Context: an optimization exercise on an open-source flow, tuned for small area, a short achievable clock period and few clock cycles per item. The choices shown serve that exercise and are no tape-out recipe. In this exercise RTL edits were held to simulation tests only and were not proved equivalent to the original. No activity file was given, so power comes from the tool's default toggle rates.

===== flow/config.mk =====
export PLATFORM = sky130hd
export DESIGN_NAME = btc
export DESIGN_NICKNAME = btc
export VERILOG_FILES = /design/flow/design.v
export SDC_FILE = /design/flow/constraint.sdc
export NUM_CORES = 4
export LEC_CHECK = 0
export CAP_MARGIN = 20
export CORE_MARGIN = 2
export CORE_UTILIZATION = 30
export SLEW_MARGIN = 20

===== flow/constraint.sdc =====
create_clock -name core_clock -period 12.5 [get_ports {clk}]
set_input_delay 2.5000 -clock core_clock [delete_from_list [all_inputs] [get_ports {clk}]]
set_output_delay 2.5000 -clock core_clock [all_outputs]
set_load 0.01 [all_outputs]

===== flow/design.v =====
module btc (
    input  wire        clk,
    input  wire        rst,         
    input  wire        in_valid,
    output wire        in_ready,
    input  wire [15:0] in_data,
    output wire        out_valid,
    input  wire        out_ready,
    output wire [15:0] out_data
);
    localparam QD = 4;                  
    localparam QW = 2;                  
    localparam [2:0] S_OK      = 3'd0;
    localparam [2:0] S_ALREADY = 3'd1;
    localparam [2:0] S_FULL    = 3'd2;
    localparam [2:0] S_EMPTY   = 3'd3;
    localparam [2:0] S_INVCAP  = 3'd4;
    localparam [2:0] S_ILLEGAL = 3'd5;
    localparam [2:0] S_NOBUF   = 3'd6;
    function [7:0] stcode;
        input [2:0] s;
        begin
            case (s)
                S_ALREADY: stcode = 8'h04;
                S_FULL:    stcode = 8'h05;
                S_EMPTY:   stcode = 8'h06;
                S_INVCAP:  stcode = 8'h0B;
                S_ILLEGAL: stcode = 8'h0C;
                S_NOBUF:   stcode = 8'h0D;
                default:   stcode = 8'h00;
            endcase
        end
    endfunction
    localparam [1:0] K_SIMPLE = 2'd0;   
    localparam [1:0] K_RBPOP  = 2'd1;   
    localparam [1:0] K_RBBULK = 2'd2;   
    localparam [1:0] K_TBDAT  = 2'd3;   
    reg [15:0] rbm [0:15];
    reg [15:0] tbm0 [0:15];
    reg [15:0] tbm1 [0:15];
    reg [15:0] tbm2 [0:15];
    reg [15:0] tbm3 [0:15];
    reg        rb_present, tb_present;
    reg  [4:0] rb_c, tb_c;              
    reg  [3:0] rb_h, rb_w, tb_h, tb_w;  
    reg  [4:0] rb_occ, tb_occ;          
    reg  [4:0] rb_pend, tb_pend;        
    reg [15:0] f0, f1;
    reg  [1:0] fcnt;
    reg        in_ready_r;
    assign in_ready = in_ready_r;
    wire in_fire = in_valid & in_ready_r;
    wire fv = (fcnt != 2'd0);
    wire [15:0] x = f0;                 
    localparam [1:0] P_HI = 2'd0, P_LO = 2'd1, P_PAY = 2'd2;
    reg  [1:0] pst;
    reg [15:0] pay_left;
    reg  [1:0] pidx;
    reg  [3:0] cmd;                     
    reg        legal_hi;
    reg        need_imm0;
    reg        is_n, is_q;
    localparam [3:0] C_RB_ALLOC = 4'd0, C_RB_FREE = 4'd1, C_RB_PUSH = 4'd2,
                     C_RB_POP = 4'd3, C_RB_RBULK = 4'd4, C_RB_WBULK = 4'd5,
                     C_RB_LEN = 4'd6, C_TB_ALLOC = 4'd8, C_TB_FREE = 4'd9,
                     C_TB_PUSH = 4'd10, C_TB_POP = 4'd11, C_TB_PEEK = 4'd12,
                     C_TB_RBULK = 4'd13, C_TB_LEN = 4'd14, C_NONE = 4'd15;
    reg [3:0] hi_cmd;
    reg       hi_known, hi_h;
    always @(*) begin
        hi_known = 1'b1;
        hi_h     = 1'b0;
        hi_cmd   = C_NONE;
        case (x[15:8])
            8'h10: hi_cmd = C_RB_ALLOC;
            8'h11: begin hi_cmd = C_RB_FREE;  hi_h = 1'b1; end
            8'h12: hi_cmd = C_RB_PUSH;
            8'h13: begin hi_cmd = C_RB_POP;   hi_h = 1'b1; end
            8'h14: hi_cmd = C_RB_RBULK;
            8'h15: hi_cmd = C_RB_WBULK;
            8'h16: begin hi_cmd = C_RB_LEN;   hi_h = 1'b1; end
            8'h20: hi_cmd = C_TB_ALLOC;
            8'h21: begin hi_cmd = C_TB_FREE;  hi_h = 1'b1; end
            8'h22: begin hi_cmd = C_TB_PUSH;  hi_h = 1'b1; end
            8'h23: begin hi_cmd = C_TB_POP;   hi_h = 1'b1; end
            8'h24: begin hi_cmd = C_TB_PEEK;  hi_h = 1'b1; end
            8'h25: begin hi_cmd = C_TB_RBULK; hi_h = 1'b1; end
            8'h26: begin hi_cmd = C_TB_LEN;   hi_h = 1'b1; end
            default: hi_known = 1'b0;
        endcase
    end
    reg  [1:0] q_kind  [0:QD-1];
    reg        q_cf    [0:QD-1];
    reg  [2:0] q_st    [0:QD-1];
    reg  [4:0] q_val   [0:QD-1];
    reg  [3:0] q_ptr   [0:QD-1];
    reg [19:0] q_n     [0:QD-1];
    reg        q_tb    [0:QD-1];
    reg  [4:0] q_fr    [0:QD-1];
    reg [QW-1:0] qh, qt;
    reg [QW:0]   qcnt;
    reg        a_v;
    reg  [1:0] a_kind;
    reg        a_cf;
    reg  [2:0] a_st;
    reg  [4:0] a_val;
    reg  [3:0] a_ptr;
    reg [19:0] a_n;
    reg        a_tb;
    reg  [4:0] a_fr;
    reg  [2:0] a_ph;                    
    reg  [1:0] a_lane;
    reg  [4:0] a_cnt;
    reg  [3:0] a_rd;
    reg [15:0] od;
    reg        ov;
    assign out_data  = od;
    assign out_valid = ov;
    wire adv = ~ov | out_ready;
    reg        e_enq;                   
    reg  [1:0] e_kind;
    reg        e_cf;
    reg  [2:0] e_st;
    reg  [4:0] e_val;
    reg  [3:0] e_ptr;
    reg [19:0] e_n;
    reg        e_tb;
    reg  [4:0] e_fr;
    reg        e_rbw;                   
    reg        e_tbw;                   
    reg        e_stall;
    wire [15:0] imm = x;
    wire legal = legal_hi & ~(need_imm0 & (imm != 16'd0));
    wire [15:0] plen = is_n ? imm : (is_q ? 16'd4 : 16'd0);
    wire bad_cap = (imm == 16'd0) || (imm > 16'd16);
    wire rb_full  = (rb_occ == rb_c);
    wire rb_empty = (rb_occ == 5'd0);
    wire tb_full  = (tb_occ == tb_c);
    wire tb_empty = (tb_occ == 5'd0);
    wire [5:0] rb_use = {1'b0, rb_occ} + {1'b0, rb_pend};
    wire [5:0] tb_use = {1'b0, tb_occ} + {1'b0, tb_pend};
    wire rb_room = (rb_use < 6'd16);
    wire tb_room = (tb_use < 6'd16);
    wire [4:0] rb_free = rb_c - rb_occ;
    wire [4:0] rb_k  = (imm < {11'd0, rb_occ}) ? imm[4:0] : rb_occ;    
    wire [4:0] wb_k  = (imm < {11'd0, rb_free}) ? imm[4:0] : rb_free;  
    wire [4:0] tb_np = (imm < {11'd0, tb_occ}) ? imm[4:0] : tb_occ;    
    reg        wb_on;                   
    reg  [4:0] wb_left;
    reg        tp_on;                   
    reg        tr_on;                   
    reg [14:0] tr_n;                    
    reg  [4:0] tr_m;                    
    wire [4:0] tr_m3 = (tb_np < tr_m) ? tb_np : tr_m;
    wire [4:0] tr_mnext = (pidx == 2'd0) ? tb_np : tr_m3;
    wire q_full = (qcnt == QD);
    always @(*) begin
        e_enq  = 1'b0;
        e_kind = K_SIMPLE;
        e_cf   = 1'b0;
        e_st   = S_OK;
        e_val  = 5'd0;
        e_ptr  = 4'd0;
        e_n    = 20'd0;
        e_tb   = 1'b0;
        e_fr   = 5'd0;
        e_rbw  = 1'b0;
        e_tbw  = 1'b0;
        if (pst == P_LO) begin
            e_enq = 1'b1;
            if (!legal) begin
                e_st = S_ILLEGAL;
            end else begin
                case (cmd)
                    C_RB_ALLOC:
                        if (rb_present)   e_st = S_ALREADY;
                        else if (bad_cap) e_st = S_INVCAP;
                    C_RB_FREE:
                        if (!rb_present) e_st = S_NOBUF;
                        else e_fr = rb_occ;
                    C_RB_PUSH:
                        if (!rb_present)  e_st = S_NOBUF;
                        else if (rb_full) e_st = S_FULL;
                        else e_rbw = 1'b1;
                    C_RB_POP:
                        if (!rb_present)   e_st = S_NOBUF;
                        else if (rb_empty) e_st = S_EMPTY;
                        else begin
                            e_kind = K_RBPOP;
                            e_ptr  = rb_h;
                            e_fr   = 5'd1;
                        end
                    C_RB_RBULK:
                        if (!rb_present) e_st = S_NOBUF;
                        else begin
                            e_kind = K_RBBULK;
                            e_val  = rb_k;
                            e_ptr  = rb_h;
                            e_fr   = rb_k;
                        end
                    C_RB_WBULK:
                        if (!rb_present) e_st = S_NOBUF;
                        else e_val = wb_k;
                    C_RB_LEN:
                        if (!rb_present) e_st = S_NOBUF;
                        else e_val = rb_occ;
                    C_TB_ALLOC:
                        if (tb_present)   e_st = S_ALREADY;
                        else if (bad_cap) e_st = S_INVCAP;
                    C_TB_FREE:
                        if (!tb_present) e_st = S_NOBUF;
                        else e_fr = tb_occ;
                    C_TB_PUSH:
                        if (!tb_present)  e_st = S_NOBUF;
                        else if (tb_full) e_st = S_FULL;
                    C_TB_POP, C_TB_PEEK:
                        if (!tb_present)   e_st = S_NOBUF;
                        else if (tb_empty) e_st = S_EMPTY;
                        else begin
                            e_kind = K_TBDAT;
                            e_ptr  = tb_h;
                            e_n    = {5'd1, 5'd1, 5'd1, 5'd1};
                            e_fr   = (cmd == C_TB_POP) ? 5'd1 : 5'd0;
                        end
                    C_TB_RBULK:
                        if (!tb_present) e_st = S_NOBUF;
                        else e_enq = 1'b0;       
                    C_TB_LEN:
                        if (!tb_present) e_st = S_NOBUF;
                        else e_val = tb_occ;
                    default: e_st = S_ILLEGAL;
                endcase
            end
        end else if (pst == P_PAY) begin
            e_rbw = wb_on & (wb_left != 5'd0);
            e_tbw = tp_on;
            if (tr_on && pidx == 2'd3) begin
                e_enq  = 1'b1;
                e_kind = K_TBDAT;
                e_cf   = 1'b1;
                e_ptr  = tb_h;
                e_n    = {tb_np, tr_n};
                e_fr   = tr_mnext;
            end
        end
        e_tb = (pst == P_LO) ? cmd[3] : 1'b1;
        e_stall = (e_enq & q_full) | (e_rbw & ~rb_room) | (e_tbw & ~tb_room);
    end
    wire e_go = fv & ~e_stall;          
    wire [4:0] an0 = a_n[4:0], an1 = a_n[9:5], an2 = a_n[14:10], an3 = a_n[19:15];
    wire [3:0] nz = {an3 != 5'd0, an2 != 5'd0, an1 != 5'd0, an0 != 5'd0};
    reg  [3:0] nz_after;
    always @(*) begin
        case (a_lane)
            2'd0: nz_after = {nz[3:1], 1'b0};
            2'd1: nz_after = {nz[3:2], 2'b0};
            2'd2: nz_after = {nz[3], 3'b0};
            default: nz_after = 4'b0;
        endcase
    end
    wire [3:0] nz_sel = (a_ph == 3'd4) ? nz_after : nz;
    wire       nl_any = (nz_sel != 4'b0);
    wire [1:0] nl     = nz_sel[0] ? 2'd0 : nz_sel[1] ? 2'd1 : nz_sel[2] ? 2'd2 : 2'd3;
    reg  [4:0] n_nl;
    always @(*) begin
        case (nl)
            2'd0: n_nl = an0;
            2'd1: n_nl = an1;
            2'd2: n_nl = an2;
            default: n_nl = an3;
        endcase
    end
    reg [4:0] n_lane;
    always @(*) begin
        case (a_lane)
            2'd0: n_lane = an0;
            2'd1: n_lane = an1;
            2'd2: n_lane = an2;
            default: n_lane = an3;
        endcase
    end
    wire [3:0] rb_ra = (a_ph == 3'd0) ? a_ptr : a_rd;
    reg [15:0] tb_rd;
    always @(*) begin
        case (a_lane)
            2'd0: tb_rd = tbm0[a_rd];
            2'd1: tb_rd = tbm1[a_rd];
            2'd2: tb_rd = tbm2[a_rd];
            default: tb_rd = tbm3[a_rd];
        endcase
    end
    reg [15:0] g_word;
    reg        g_last;
    always @(*) begin
        g_word = 16'd0;
        g_last = 1'b0;
        case (a_ph)
            3'd0: g_word = (a_kind == K_RBPOP) ? rbm[rb_ra] : {11'd0, a_val};
            3'd1: begin
                g_word = {8'h00, stcode(a_st)};
                g_last = (a_kind == K_SIMPLE) || (a_kind == K_RBPOP)
                      || (a_kind == K_RBBULK && a_val == 5'd0);
            end
            3'd2: begin
                g_word = {11'd0, n_lane};
                g_last = (a_lane == 2'd3) && !nl_any;
            end
            3'd3: begin
                g_word = rbm[rb_ra];
                g_last = (a_cnt == 5'd1);
            end
            default: begin
                g_word = tb_rd;
                g_last = (a_cnt == 5'd1) && !nl_any;
            end
        endcase
    end
    wire a_step = a_v & adv;
    wire a_done = a_step & g_last;
    wire a_free = ~a_v | a_done;
    wire f_pop = e_go;
    wire [1:0] fcnt_next = fcnt + {1'b0, in_fire} - {1'b0, f_pop};
    always @(posedge clk) begin
        case ({in_fire, f_pop})
            2'b10: begin
                if (fcnt == 2'd0) f0 <= in_data;
                else              f1 <= in_data;
            end
            2'b01: f0 <= f1;
            2'b11: begin
                if (fcnt == 2'd1) f0 <= in_data;
                else begin
                    f0 <= f1;
                    f1 <= in_data;
                end
            end
            default: ;
        endcase
        if (adv) begin
            od <= g_word;
        end
    end
    always @(posedge clk) begin
        if (rst) begin
            fcnt       <= 2'd0;
            in_ready_r <= 1'b0;
            pst        <= P_HI;
            wb_on      <= 1'b0;
            tp_on      <= 1'b0;
            tr_on      <= 1'b0;
            rb_present <= 1'b0;
            tb_present <= 1'b0;
            rb_occ     <= 5'd0;
            tb_occ     <= 5'd0;
            rb_pend    <= 5'd0;
            tb_pend    <= 5'd0;
            rb_h       <= 4'd0;
            rb_w       <= 4'd0;
            tb_h       <= 4'd0;
            tb_w       <= 4'd0;
            qh         <= {QW{1'b0}};
            qt         <= {QW{1'b0}};
            qcnt       <= {(QW+1){1'b0}};
            a_v        <= 1'b0;
            ov         <= 1'b0;
        end else begin
            fcnt       <= fcnt_next;
            in_ready_r <= (fcnt_next != 2'd2);
            if (adv)
                ov <= a_v;
            if (e_go) begin
                case (pst)
                    P_HI: begin
                        cmd       <= hi_cmd;
                        legal_hi  <= hi_known & (x[7:0] == 8'd0);
                        need_imm0 <= hi_h;
                        is_n      <= (x[15:8] == 8'h15) || (x[15:8] == 8'h31);
                        is_q      <= (x[15:8] == 8'h22) || (x[15:8] == 8'h25)
                                  || (x[15:8] == 8'h33) || (x[15:8] == 8'h34);
                        pst       <= P_LO;
                    end
                    P_LO: begin
                        pay_left <= plen;
                        pidx     <= 2'd0;
                        pst      <= (plen != 16'd0) ? P_PAY : P_HI;
                        wb_on    <= legal & (cmd == C_RB_WBULK) & rb_present;
                        wb_left  <= wb_k;
                        tp_on    <= legal & (cmd == C_TB_PUSH) & tb_present & ~tb_full;
                        tr_on    <= legal & (cmd == C_TB_RBULK) & tb_present;
                        if (legal) begin
                            case (cmd)
                                C_RB_ALLOC:
                                    if (!rb_present && !bad_cap) begin
                                        rb_present <= 1'b1;
                                        rb_c       <= imm[4:0];
                                        rb_occ     <= 5'd0;
                                    end
                                C_RB_FREE:
                                    if (rb_present) begin
                                        rb_present <= 1'b0;
                                        rb_occ     <= 5'd0;
                                        rb_h       <= rb_w;
                                    end
                                C_RB_PUSH:
                                    if (rb_present && !rb_full) begin
                                        rb_w   <= rb_w + 4'd1;
                                        rb_occ <= rb_occ + 5'd1;
                                    end
                                C_RB_POP:
                                    if (rb_present && !rb_empty) begin
                                        rb_h   <= rb_h + 4'd1;
                                        rb_occ <= rb_occ - 5'd1;
                                    end
                                C_RB_RBULK:
                                    if (rb_present) begin
                                        rb_h   <= rb_h + rb_k[3:0];
                                        rb_occ <= rb_occ - rb_k;
                                    end
                                C_TB_ALLOC:
                                    if (!tb_present && !bad_cap) begin
                                        tb_present <= 1'b1;
                                        tb_c       <= imm[4:0];
                                        tb_occ     <= 5'd0;
                                    end
                                C_TB_FREE:
                                    if (tb_present) begin
                                        tb_present <= 1'b0;
                                        tb_occ     <= 5'd0;
                                        tb_h       <= tb_w;
                                    end
                                C_TB_POP:
                                    if (tb_present && !tb_empty) begin
                                        tb_h   <= tb_h + 4'd1;
                                        tb_occ <= tb_occ - 5'd1;
                                    end
                                default: ;
                            endcase
                        end
                    end
                    default: begin  
                        pay_left <= pay_left - 16'd1;
                        pidx     <= pidx + 2'd1;
                        if (pay_left == 16'd1)
                            pst <= P_HI;
                        if (e_rbw) begin
                            wb_left <= wb_left - 5'd1;
                            rb_w    <= rb_w + 4'd1;
                            rb_occ  <= rb_occ + 5'd1;
                        end
                        if (tp_on && pidx == 2'd3) begin
                            tb_w   <= tb_w + 4'd1;
                            tb_occ <= tb_occ + 5'd1;
                        end
                        if (tr_on) begin
                            case (pidx)
                                2'd0: tr_n[4:0]   <= tb_np;
                                2'd1: tr_n[9:5]   <= tb_np;
                                2'd2: tr_n[14:10] <= tb_np;
                                default: ;
                            endcase
                            tr_m <= tr_mnext;
                            if (pidx == 2'd3) begin
                                tb_h   <= tb_h + tr_mnext[3:0];
                                tb_occ <= tb_occ - tr_mnext;
                            end
                        end
                    end
                endcase
            end
            rb_pend <= rb_pend + ((e_go & e_enq & ~e_tb) ? e_fr : 5'd0)
                               - ((a_done & ~a_tb) ? a_fr : 5'd0);
            tb_pend <= tb_pend + ((e_go & e_enq & e_tb) ? e_fr : 5'd0)
                               - ((a_done & a_tb) ? a_fr : 5'd0);
            if (a_free) begin
                if (qcnt != 0) begin
                    a_v    <= 1'b1;
                    a_kind <= q_kind[qh];
                    a_cf   <= q_cf[qh];
                    a_st   <= q_st[qh];
                    a_val  <= q_val[qh];
                    a_ptr  <= q_ptr[qh];
                    a_n    <= q_n[qh];
                    a_tb   <= q_tb[qh];
                    a_fr   <= q_fr[qh];
                    a_ph   <= 3'd0;
                    qh     <= qh + 1'b1;
                end else if (e_go & e_enq) begin
                    a_v    <= 1'b1;
                    a_kind <= e_kind;
                    a_cf   <= e_cf;
                    a_st   <= e_st;
                    a_val  <= e_val;
                    a_ptr  <= e_ptr;
                    a_n    <= e_n;
                    a_tb   <= e_tb;
                    a_fr   <= e_fr;
                    a_ph   <= 3'd0;
                end else
                    a_v <= 1'b0;
            end else if (a_step) begin
                case (a_ph)
                    3'd0: a_ph <= 3'd1;
                    3'd1: begin
                        a_rd <= a_ptr;
                        if (a_kind == K_RBBULK) begin
                            a_ph  <= 3'd3;
                            a_cnt <= a_val;
                        end else if (a_cf) begin
                            a_ph   <= 3'd2;
                            a_lane <= 2'd0;
                        end else begin
                            a_ph   <= 3'd4;
                            a_lane <= 2'd0;
                            a_cnt  <= 5'd1;
                        end
                    end
                    3'd2: begin
                        if (a_lane == 2'd3) begin
                            a_ph   <= 3'd4;
                            a_lane <= nl;
                            a_cnt  <= n_nl;
                        end else
                            a_lane <= a_lane + 2'd1;
                    end
                    3'd3: begin
                        a_rd  <= a_rd + 4'd1;
                        a_cnt <= a_cnt - 5'd1;
                    end
                    default: begin
                        if (a_cnt == 5'd1) begin
                            a_rd   <= a_ptr;
                            a_lane <= nl;
                            a_cnt  <= n_nl;
                        end else begin
                            a_rd  <= a_rd + 4'd1;
                            a_cnt <= a_cnt - 5'd1;
                        end
                    end
                endcase
            end
            if (e_go & e_enq & ~(a_free & (qcnt == 0))) begin
                qt <= qt + 1'b1;
            end
            qcnt <= qcnt + ((e_go & e_enq & ~(a_free & (qcnt == 0))) ? 1'b1 : 1'b0)
                         - ((a_free & (qcnt != 0)) ? 1'b1 : 1'b0);
        end
    end
    always @(posedge clk) begin
        if (!rst && e_go && e_enq && !(a_free && qcnt == 0)) begin
            q_kind[qt] <= e_kind;
            q_cf[qt]   <= e_cf;
            q_st[qt]   <= e_st;
            q_val[qt]  <= e_val;
            q_ptr[qt]  <= e_ptr;
            q_n[qt]    <= e_n;
            q_tb[qt]   <= e_tb;
            q_fr[qt]   <= e_fr;
        end
    end
    always @(posedge clk) begin
        if (e_go && e_rbw)
            rbm[rb_w] <= x;
        if (e_go && e_tbw) begin
            case (pidx)
                2'd0: tbm0[tb_w] <= x;
                2'd1: tbm1[tb_w] <= x;
                2'd2: tbm2[tb_w] <= x;
                default: tbm3[tb_w] <= x;
            endcase
        end
    end
endmodule

===== flow/run.sh =====
#!/bin/bash
# synth_recipe.tcl (not shown) runs the flow's synth.tcl, then flattens the netlist and writes it again
# the make line also repeats each setting of config.mk as NAME=value (left out here)
make -C /OpenROAD-flow-scripts/flow DESIGN_CONFIG=/design/flow/config.mk WORK_HOME=/design/flow/orfs CLKGATE_MAP_FILE= SYNTH_SCRIPT=/design/flow/synth_recipe.tcl finish

==> impl_metrics.sql <==
INSERT INTO impl_metrics (metric_group, metric, value, unit) VALUES
('synthesis', 'yosys_most_used_dff', 'sky130_fd_sc_hd__edfxtp_1', ''),
('sta', 'setup_tns', '0', 'ps'),
('routing', 'detailedRoute.firstIterationViolations', '3913', ''),
('sta', 'finalHoldViolations', '0', ''),
('cts', 'clock_sink_count', '1675', ''),
('cts', 'ctsHoldBuffers', '0', ''),
('cts', 'cts_tree', 'built', ''),
('power', 'power.density', '199', 'nW/um^2'),
('cts', 'post_cts_buffers', '0', ''),
('global_route', 'initial_antenna_violation_count', '14', ''),
('floorplanning', 'fp.dieW', '484', 'microns'),
('sta', 'max_freq', '140', 'MHz'),
('finish', 'num-nets-final', '4011', ''),
('sta', 'grt_setup_unrepaired', 'no', ''),
('routing', 'highest-signal-layer', 'met5', ''),
('min_path', 'hold_end', 'wb_on', ''),
('synthesis', 'register_area_share_after_synthesis', '71.7', '%'),
('finish', 'fillers', '21400', ''),
('placement', 'dp_hpwl', '106', 'mm'),
('cts', 'cts_root_buffer', 'sky130_fd_sc_hd__clkbuf_16', ''),
('worst_setup_path', 'path_cells', 'buf_4 > or4_4 > nor3_1 > o21ai_1 > o21ai_0 > ha_1 > a21o_1 > a21oi_1 > nor2_1 > nor2_1 > a21o_1 > mux2i_1 > o22ai_1 > nand2_1 > fa_1 > fa_1 > nor2b_1 > o21a_1 > nor2_1 > xnor2_1 > xnor2_1 > o2111ai_1 > a21bo_2', ''),
('min_path', 'number_of_cells_on_the_worst_hold_path', '2', ''),
('sta', 'fin_worst_skew', '48.1', 'ps'),
('floorplanning', 'floorplan_die_area', '235000', 'sq um'),
('global_route', 'pin_count_of_the_biggest_net_entering_global_routing', '98', ''),
('min_path', 'worstHoldStart', 'wb_on', ''),
('worst_setup_path', 'endpoint_kind', 'flop', ''),
('cts', 'cts_buffers', '167', ''),
('placement', 'io_buffers', '37', ''),
('floorplanning', 'io_pins', '38', ''),
('global_route', 'globalRouteOverflowTotal', '0', ''),
('synthesis', 'post_synth_inst_count', '3718', ''),
('finish', 'commonest_cells_after_routing_fill_and_taps_aside', 'sky130_fd_sc_hd__edfxtp_1, sky130_fd_sc_hd__mux4_2, sky130_fd_sc_hd__nand2_1, sky130_fd_sc_hd__nor2_1, sky130_fd_sc_hd__clkbuf_16', ''),
('floorplanning', 'floorplan.core_area', '230000', 'sq um'),
('synthesis', 'ys_types', '86', ''),
('global_route', 'track_usage', '14.5', '%'),
('flow_run', 'maxCapViolCount', '0', ''),
('cts', 'clkTransAtPathRegs', '60', 'ps'),
('status', 'run_status', 'no timing/DRC/antenna violations', ''),
('worst_setup_path', 'worst_path_dominant_cell_family', 'compound AO/OA/AOI/OAI gates', ''),
('routing', 'detailroute.wirelength.met3', '12.1', 'mm'),
('worst_setup_path', 'critical_path.slowest_cell', 'sky130_fd_sc_hd__or4_4', ''),
('worst_setup_path', 'timing.setup.critical_path_class', 'reg2reg', ''),
('routing', 'route.antenna.remaining_nets', '0', ''),
('sta', 'worst_slew_pin_slew', '1160', 'ps'),
('worst_setup_path', 'rr_endpoint', 'tb_pend[4]', ''),
('finish', 'area_delta_synth_final', '14.8', '%'),
('routing', 'routed-wl-met2', '81.6', 'mm'),
('worst_setup_path', 'cp.buffers_inverters', '1', ''),
('synthesis', 'yosys_warnings', '1', ''),
('finish', 'seq_cell_area', '49600', 'sq um'),
('cts', 'worst_skew_pair.late_latency', '820', 'ps'),
('placement', 'routabilityCongestion', '0.885', ''),
('synthesis', 'syn-cell-area', '69200', 'sq um'),
('worst_setup_path', 'crit_path_start_kind', 'flop', ''),
('min_path', 'worst_hold_path_type', 'reg2reg', ''),
('routing', 'dr_total_vias', '35900', ''),
('floorplanning', 'fp.dieH', '484', 'microns'),
('synthesis', 'post_synthesis_area_per_instance', '18.6', 'sq um'),
('worst_setup_path', 'regToRegStartpoint', 'f0[15]', ''),
('sta', 'min_period', '7160', 'ps'),
('sta', 'setup_violations', '0', ''),
('worst_setup_path', 'ff2ff_setup_slack', '5340', 'ps'),
('synthesis', 'synth_enable_flop_cells', '1608', ''),
('routing', 'detail_route.drc_violations', '0', ''),
('finish', 'stdcell_count', '7053', ''),
('sta', 'finalHoldWorstSlack', '480', 'ps'),
('worst_setup_path', 'rr_worst_depth', '23', ''),
('finish', 'footprint_of_the_multi_input_gates', '18700', 'sq um'),
('finish', 'final_common_cell', 'sky130_fd_sc_hd__edfxtp_1', ''),
('worst_setup_path', 'slowest_cell_delay_on_critical_path', '690', 'ps');
## power by group
group | switching [W] | internal (W)
logic | 0.00225 | 0.00127
registers | 0.000189 | 0.00707
clock network | 0.00218 | 0.00284
## cell families (layout without fill, tap and decap cells)
group / Yosys count / after routing / synth area share, %
simple gates: 668 / 668 / 4.51
fa+ha+maj: 106 / 106 / 2.07
compound gates: 394 / 394 / 3.95
flops: 1675 / 1675 / 71.7
mux: 522 / 522 / 15.3
xor+xnor: 69 / 69 / 0.873
buf+inv: 284 / 591 / 1.56
other cells: 0 / 2 / 0
## worst max-delay path by stage
stage	start	endpoint	depth (start not counted)
2_1_floorplan	out_ready	a_cf	3
3_3_place_gp	f0[15]	tb_pend[4]	26
3_5_place_dp	f0[15]	tb_pend[4]	23
4_1_cts	f0[15]	tb_pend[4]	23
5_1_grt	f0[15]	tb_pend[4]	23
6_report	f0[15]	tb_pend[4]	23
## cells in the mapped netlist (12+ instances only)
cell                          n  area (sq um)
sky130_fd_sc_hd__clkbuf_1   133           499
sky130_fd_sc_hd__xnor2_1     43           377
sky130_fd_sc_hd__a32o_1      12           120
sky130_fd_sc_hd__nand2_1    200           751
sky130_fd_sc_hd__mux2i_1     56           561
sky130_fd_sc_hd__nand2b_1    22           138
sky130_fd_sc_hd__mux2_2      39           439
sky130_fd_sc_hd__a21oi_1     84           420
sky130_fd_sc_hd__a22o_1      22           193
sky130_fd_sc_hd__and2_1      39           244
sky130_fd_sc_hd__buf_1       46           173
sky130_fd_sc_hd__mux4_2     425          9570
sky130_fd_sc_hd__a21o_1      24           180
sky130_fd_sc_hd__dfxtp_1     67          1340
sky130_fd_sc_hd__o22ai_1     13          81.3
sky130_fd_sc_hd__o21ai_0     70           350
sky130_fd_sc_hd__nor2b_1     28           175
sky130_fd_sc_hd__edfxtp_1  1608         48300
sky130_fd_sc_hd__xor2_1      26           228
sky130_fd_sc_hd__a211oi_1    15           113
sky130_fd_sc_hd__or3_1       12          75.1
sky130_fd_sc_hd__nor2_1     215           807
sky130_fd_sc_hd__inv_1       98           368
sky130_fd_sc_hd__o211ai_1    13          97.6
sky130_fd_sc_hd__and3_1      14          87.6
sky130_fd_sc_hd__nand3_1     45           225
sky130_fd_sc_hd__a31oi_1     19           119
sky130_fd_sc_hd__o31ai_1     15           113
sky130_fd_sc_hd__a22oi_1     24           180
sky130_fd_sc_hd__ha_1        92          1150
sky130_fd_sc_hd__fa_1        14           280
sky130_fd_sc_hd__nor3_1      29           145
## worst min-delay path, delay by kind of cell (launching register included)
kind            cells  cell delay (ps)
compound gates      1               50
flops               1              320
simple gates        1               60
## cell type report
cell class / instances / area share (%)
diodes: 2 / 0.00630
well taps: 3026 / 4.76
repair buffers: 183 / 1.87
clock buffers: 202 / 5.53
clock inverters: 107 / 1.41
inverters: 99 / 0.468
flip-flops and latches: 1675 / 62.5
multi-input cells: 1759 / 23.5
## metal layers
metal	GRT usage [%]	vias to the layer above
met5	0	-
met4	3.80	20
met3	2.93	235
met1	20.4	19000
li1	-	15400
met2	23.0	1290
## registers in the layout (all words and copies together) (netlist names), 8 cells and up, named ones only
signal / count
rbm: 256
tbm0: 256
tbm1: 256
tbm2: 256
tbm3: 256
q_n: 80
a_n: 20
q_fr: 20
q_val: 20
f0: 16
f1: 16
od: 16
pay_left: 16
q_ptr: 16
tr_n: 15
q_st: 12
q_kind: 8
## per-stage QoR
stage	instance area, sq um	util, %	total power [W]	setup slack, ps
finish	79500	34.6	0.0158	5340
global route	79500	34.6	0.0164	4870
CTS	79500	34.6	0.0159	5370
detailed placement	73900	32.2	0.0109	5370
global placement	73900	32.2	0.0109	5630
floorplan	69200	-	0.00957	5600
Testbench counts, summed over its fixed seeds: cycles 13,776, items 3,281.

==> static timing again, ports no longer ideal <==
In the flow no input, the clock included, has a driving cell. The finished layout below was timed again as built, in two steps. Step 1, drivers: a clkbuf_16 drives clk and a buf_2 each remaining input, both assumed. Step 2 moves the port delays by t, midway between the first and last clock arrival at a register: inputs arrive t later, outputs are due t later. That takes back most of the time a late clock gives input paths. a / b / c = no drivers / after step 1 / after step 2; a / b = the first two.
t, ns: 0.890
slack for setup (ns): 5.343 / 5.343 / 5.343
cell pins on the clock port's net: 1
After both steps this run still meets setup and hold. For this run, drivers alone change the setup slack by 0.000 ns; drivers and shift together by 0.000 ns.
